Background: an optimization exercise with open tools, aiming at small area, a short achievable clock period and few clock cycles per item. Do not read the settings as production practice. The RTL was checked by simulation tests, not by an equivalence proof against the original design.

## flow/design.v (module list and top-level ports; edited modules follow where they fit)
// module htv_sq: 1022 lines
// module htv_sqrnd: 18 lines
// module htv_fadd: 19 lines
// module htv_fnorm: 24 lines
// module htv_amdem: 201 lines
module htv_amdem (
    input  wire        clk,
    input  wire        rst,
    input  wire        in_valid,
    output wire        in_ready,
    input  wire [31:0] in_i,
    input  wire [31:0] in_q,
    output wire        out_valid,
    input  wire        out_ready,
    output reg  [31:0] out_mag
);
  // ...
==> flow/flow/run.sh <==
#!/bin/bash
# Standard layout (the standard.sh: standard synthesis and ORFS flow),
# with the timing repair asked to leave a setup margin, so that it works on
# paths well inside the 20 ns clock period.  The SDC is the standard flow's, unchanged.
set -euo pipefail
bash standard.sh SETUP_SLACK_MARGIN=14.75 finish > standard_flow.log 2>&1
==> flow/standard.sh <==
#!/bin/bash
# synth_recipe.tcl (not shown) runs the flow's synth.tcl, then flattens the netlist and writes it again
# the make line also repeats each setting of config.mk as NAME=value (left out here)
make -C /OpenROAD-flow-scripts/flow DESIGN_CONFIG=/design/flow/config.mk WORK_HOME=/design/flow/orfs CLKGATE_MAP_FILE= SYNTH_SCRIPT=/design/flow/synth_recipe.tcl "${@:-finish}"
==> flow/config.mk <==
export PLATFORM = sky130hd
export DESIGN_NAME = htv_amdem
export DESIGN_NICKNAME = htv_amdem
export VERILOG_FILES = /design/flow/design.v
export SDC_FILE = /design/flow/constraint.sdc
export NUM_CORES = 4
export LEC_CHECK = 0
export ABC_AREA = 1
export CAP_MARGIN = 20
export CORE_MARGIN = 2
export CORE_UTILIZATION = 65
export SLEW_MARGIN = 20
==> flow/constraint.sdc <==
create_clock -name core_clock -period 20.0 [get_ports {clk}]
set_input_delay 4.0000 -clock core_clock [delete_from_list [all_inputs] [get_ports {clk}]]
set_output_delay 4.0000 -clock core_clock [all_outputs]
set_load 0.01 [all_outputs]
==> metrics.md, run 1 <==
| Metric | Value |
|---|---|
| Part of the Yosys area used for sequential elements | between 30% and 40% |
| WP data required | slightly above 20 ns |
| Top cells by area, synth | edfxtp_1, fa_1, nand2_1 |
| CTS root buffer | clkbuf_16 |
| Placer Congestion | 0.991 |
| Hold EP | g_step[13].g_reg.nr$_DFFE_PN_ |
| Top_reg_cell synth | edfxtp_1 |
| Worst flop-to-flop path endpoint | g_sqn.pir[22]$_DFFE_PN_ |
| Vias/cell | 5.86 |
| Routed WL per cell | 19.0 µm |
| Fillcell total | 6724 |
| Commonest non-fill, non-tap cell in the layout | nand2_1 |
| Largest regs | g_step.g_reg.rr: 168 flops, g_step.g_reg.qr: 152 flops, g_step.g_reg.xr: 88 flops |
| Multi-input logic area | 41000 µm² |
| Starting density of the core | 65.8% |
| # hold bufs at CTS | 0 |
| Tmin final | 5.52 ns |
| Status | complete, no violations |
| Cell taking the most area after synthesis | edfxtp_1 |
| Initial detailed-routing violation count | between 5000 and 6000 |
| Critical path endpoint | g_sqn.pir[22]$_DFFE_PN_ |
| Final antenna-violating net count | 0 |
Testbench counts, summed over its fixed seeds: cycles 3,320, samples 3,200.
==> run 2: changes to the inputs <==
--- a/flow/flow/run.sh
+++ b/flow/flow/run.sh
@@ -4,3 +4,3 @@
 # paths well inside the 20 ns clock period.  The SDC is the standard flow's, unchanged.
 set -euo pipefail
-bash standard.sh SETUP_SLACK_MARGIN=14.75 finish > standard_flow.log 2>&1
+bash standard.sh SETUP_SLACK_MARGIN=14.5 finish > standard_flow.log 2>&1
--- a/flow/config.mk
+++ b/flow/config.mk
@@ -7,6 +7,6 @@
 export LEC_CHECK = 0
 export ABC_AREA = 1
-export CAP_MARGIN = 20
+export CAP_MARGIN = 10
 export CORE_MARGIN = 2
 export CORE_UTILIZATION = 65
-export SLEW_MARGIN = 20
+export SLEW_MARGIN = 10
==> metrics.md, run 2 <==
| Metric | Value |
|---|---|
| First-pass GRT wire length | 264 mm (was 274 mm) |
| Min-Delay Startpoint | g_step[19].g_reg.xr[1]$_DFFE_PN_ (was g_step[11].g_reg.nr$_DFFE_PN_) |
| Finished Layout Cells | 9481 (was 9666) |
| Clock Latency Late Sink | 0.67 ns (about the same) |
| Cell taking the most area after synthesis | edfxtp_1 (unchanged) |
| Most frequent cells after synthesis | nand2_1, inv_1, edfxtp_1 (unchanged) |
| Hold path depth | 0 (unchanged) |
| Num CTS Buffers | 81 (was 79) |
| Reg2reg path depth | 36 (was 21) |
| DR vias | 54600 (was 56600) |
| Post-place setup slack | 12.35 ns (was 12.23 ns) |
| Top cells by area, synth | edfxtp_1, fa_1, nand2_1 (unchanged) |
| Commonest non-fill, non-tap cells in the layout | nand2_1, inv_1, edfxtp_1 (unchanged) |
| # hold bufs at CTS | 0 (unchanged) |
| Crit-path max cell delay | 0.41 ns (was 0.68 ns) |
| Hold_ws | 0.414 ns (about the same) |
| Biggest register | g_step.g_reg.rr (unchanged) |
| Antenna diodes | 0 (was 2) |
| Synth Register Bits | 715 (unchanged) |
| Final hold vios | 0 (unchanged) |
| Initial antenna violation count | 1 (was 2) |
| Final-report setup violation count | 0 (unchanged) |
| R2R setup slack | 14.46 ns (was 14.48 ns) |
| Path category of the worst min-delay check | reg -> reg (unchanged) |
| EDFF count, synth | 698 (unchanged) |
| Mapped Area | 64800 µm² (unchanged) |
| Area Overhead vs Synth | 12.7% (was 18.1%) |
| Critical path fanouts, max | 7 (was 6) |
| Synth top area share | 32.3% (unchanged) |
| Hold EP | g_step[21].g_reg.xr[1]$_DFFE_PN_ (was g_step[13].g_reg.nr$_DFFE_PN_) |
| CTS tree | done (unchanged) |
| Worst flop-to-flop path endpoint | g_step[17].g_reg.rr[9]$_DFFE_PN_ (was g_sqn.pir[22]$_DFFE_PN_) |
| Critical path arrival | 5.95 ns (was 5.96 ns) |
| Number of global-route vias before repair | 52400 (was 53700) |
| Die W | 320 µm (unchanged) |
| Routed WL per cell | 18.0 µm (was 19.0 µm) |
| CP startpoint kind | flip-flop (unchanged) |
| Die Y | 320 µm (unchanged) |
| Pre-antenna DRT Iters | 7 (was 12) |
| Part of the Yosys area used for sequential elements | 32.9% (unchanged) |
| Largest regs | g_step.g_reg.rr: 168 flops, g_step.g_reg.qr: 152 flops, g_step.g_reg.xr: 88 flops (unchanged) |
| Total GRT Usage | 32.2% (was 33.5%) |
| Placed inst area | 66900 µm² (about the same) |
| Starting density of the core | 65.8% (unchanged) |
| Worst setup path class | reg -> reg (unchanged) |
| Core ar. | 98600 µm² (unchanged) |
| Vias/cell | 5.75 (was 5.86) |
| Measured slew at the worst slew-check pin | 1.28 ns (was 1.29 ns) |
| Design Area, Final | 73000 µm² (was 76600 µm²) |
| Layout Utilization | 74.1% (was 77.7%) |
| WP data required | 20.41 ns (was 20.43 ns) |
| Clk_skew | 0.0324 ns (was 0.0298 ns) |
| Detailed-route DRC error count | 0 (unchanged) |
| Cells after synthesis | 7953 (unchanged) |
| Final #Nets | 9091 (was 9272) |
| Avg Synthesized Cell Area | 8.15 µm² (unchanged) |
| Number of max-cap violations | 0 (unchanged) |
| Crit Reg-Reg Startpoint | g_step[15].g_reg.qr[0]$_DFFE_PN_ (was xi[21]$_DFFE_PN_) |
| Maximum level of the CTS H-tree | 3 (unchanged) |
| Synth Warn # | 2 (unchanged) |
| Rel. slew slack | 13.8% (was 13.0%) |
| Unique cell type count in the Yosys netlist | 68 (unchanged) |
| Status | complete, no violations (unchanged) |
| Total I/O pin count | 102 (unchanged) |
| Slew Limit Fails | 0 (unchanged) |
| Commonest non-fill, non-tap cell in the layout | nand2_1 (unchanged) |
| Final antenna-violating net count | 0 (unchanged) |
| Fraction of layout cells with a size suffix above 1 | 9.68% (was 15.7%) |
| Cell mode on critical path | nand2_1 |
| Tmin final | 5.54 ns (was 5.52 ns) |
| PnR worst setup slack | 14.46 ns (was 14.48 ns) |
| Largest register FFs | 168 (unchanged) |
| Core Rows | 115 (unchanged) |
| Clock Path Buffers | 3 (unchanged) |
| Unrepaired setup endpoints after global routing | true (unchanged) |
| Initial detailed-routing violation count | 4541 (was 5493) |
| Top_reg_cell synth | edfxtp_1 (unchanged) |
| IO Port Bufs | 98 (unchanged) |
| Setup TNS | 0 ns (unchanged) |
| Die Area | 102000 µm² (unchanged) |
| Period utilization | 27.7% (was 27.6%) |
| Largest net degree at the start of global routing | 182 (was 152) |
| Final HPWL DP | 123 mm (about the same) |
| Global route total overflow | 0 (unchanged) |
| Most instantiated library cell after synthesis | nand2_1 (unchanged) |
| CTS root buffer | clkbuf_16 (unchanged) |
| Critical path endpoint category | flip-flop (unchanged) |
| Final WL | 171 mm (was 184 mm) |
| Slowest cell on crit path | edfxtp_1 (was fa_1) |
| Fmax | 0.180 GHz (was 0.181 GHz) |
| Ys async rst share | 0% (unchanged) |
| Placer Congestion | 0.964 (was 0.991) |
| Sink Count | 715 (unchanged) |
| Post-Place Cells | 9169 (was 9171) |
| Clock transition at path regs | 0.06 ns (was 0.07 ns) |
## run 2: worst max-delay path by stage
stage          cells after the start                                to                             start
2_1_floorplan                     23           g_sqn.pir[24]$_DFFE_PN_                  xi[18]$_DFFE_PN_
6_report                          36  g_step[17].g_reg.rr[9]$_DFFE_PN_  g_step[15].g_reg.qr[0]$_DFFE_PN_
3_3_place_gp                      31             g_cs.sr[26]$_DFFE_PN_                     sw1$_DFFE_PN_
4_1_cts                           32             g_cs.sr[26]$_DFFE_PN_                     sw1$_DFFE_PN_
5_1_grt                           35  g_step[17].g_reg.rr[9]$_DFFE_PN_  g_step[15].g_reg.qr[3]$_DFFE_PN_
3_5_place_dp                      31             g_cs.sr[26]$_DFFE_PN_                     sw1$_DFFE_PN_
## run 2: kinds of logic after synthesis
group,synth area share (%)
and+or+nand+nor,20.2
AOI/OAI and AO/OA,11.1
buffers and inverters,9.31
muxes,0.0927
xor gates and xnor gates,4.39
DFF,32.9
other,0.0116
adders and majority gates,22.1
## run 2: final cells by class
class / count / area [µm²]
clock buffers: 88 / 2050
clock inverters: 54 / 587
fillers: 7371 / 25500
inverters: 1333 / 5090
multi-input cells: 5687 / 39300
flip-flops and latches: 715 / 21300
well taps: 1287 / 1610
repair buffers: 310 / 3040
repair inverters: 7 / 51.3
## run 2: repair_timing
item,CTS,global route
pin swaps,21,109
endpoints found under the setup margin,205,168
gates resized for setup,171,373
cloned,13,16
buffers inserted,44,97
## run 2: worst max-delay path: cells and delay by family, from the launching register on
family / cells / cell delay, ns
AO/OA/AOI/OAI: 12 / 1.72
adder cells (fa/ha/maj): 3 / 0.86
buffers and inverters: 9 / 1.06
flip-flops: 1 / 0.41
AND/OR/NAND/NOR: 12 / 1.23
## run 2: metal layers
layer  routed length, µm  part of all wire [%]  global-route usage (%)
met1               68800                    40                    41.2
met5                   0                     0                       0
met2               82700                    48                    55.2
met4                7940                   4.7                    14.3
met3               11400                   6.7                    3.55

[static timing again, ports no longer ideal]
In the flow no input, the clock included, has a driving cell. The finished layouts below were timed again as built, in two steps. Step 1: set_driving_cell puts a clkbuf_16 on clk and a buf_2 on each other input, an assumption about the parent block. Step 2 moves the port delays by t, midway between the first and last clock arrival at a register: inputs arrive t later, outputs are due t later. That takes back most of the time a late clock gives input paths. Three values: no drivers, after step 1, after step 2; two values: the first two.
run | shift t [ns] | setup slack, ns | latest minus earliest clock arrival (ns) | worst data-port slew with drivers (ns) | cell pins on the clock port's net
run 1 | 0.740 | 14.478 / 14.478 / 14.478 | 0.032 / 0.032 | 0.05 | 1
run 2 | 0.727 | 14.456 / 14.456 / 14.456 | 0.037 / 0.036 | 0.05 | 1
After both steps every run listed still meets setup and hold.
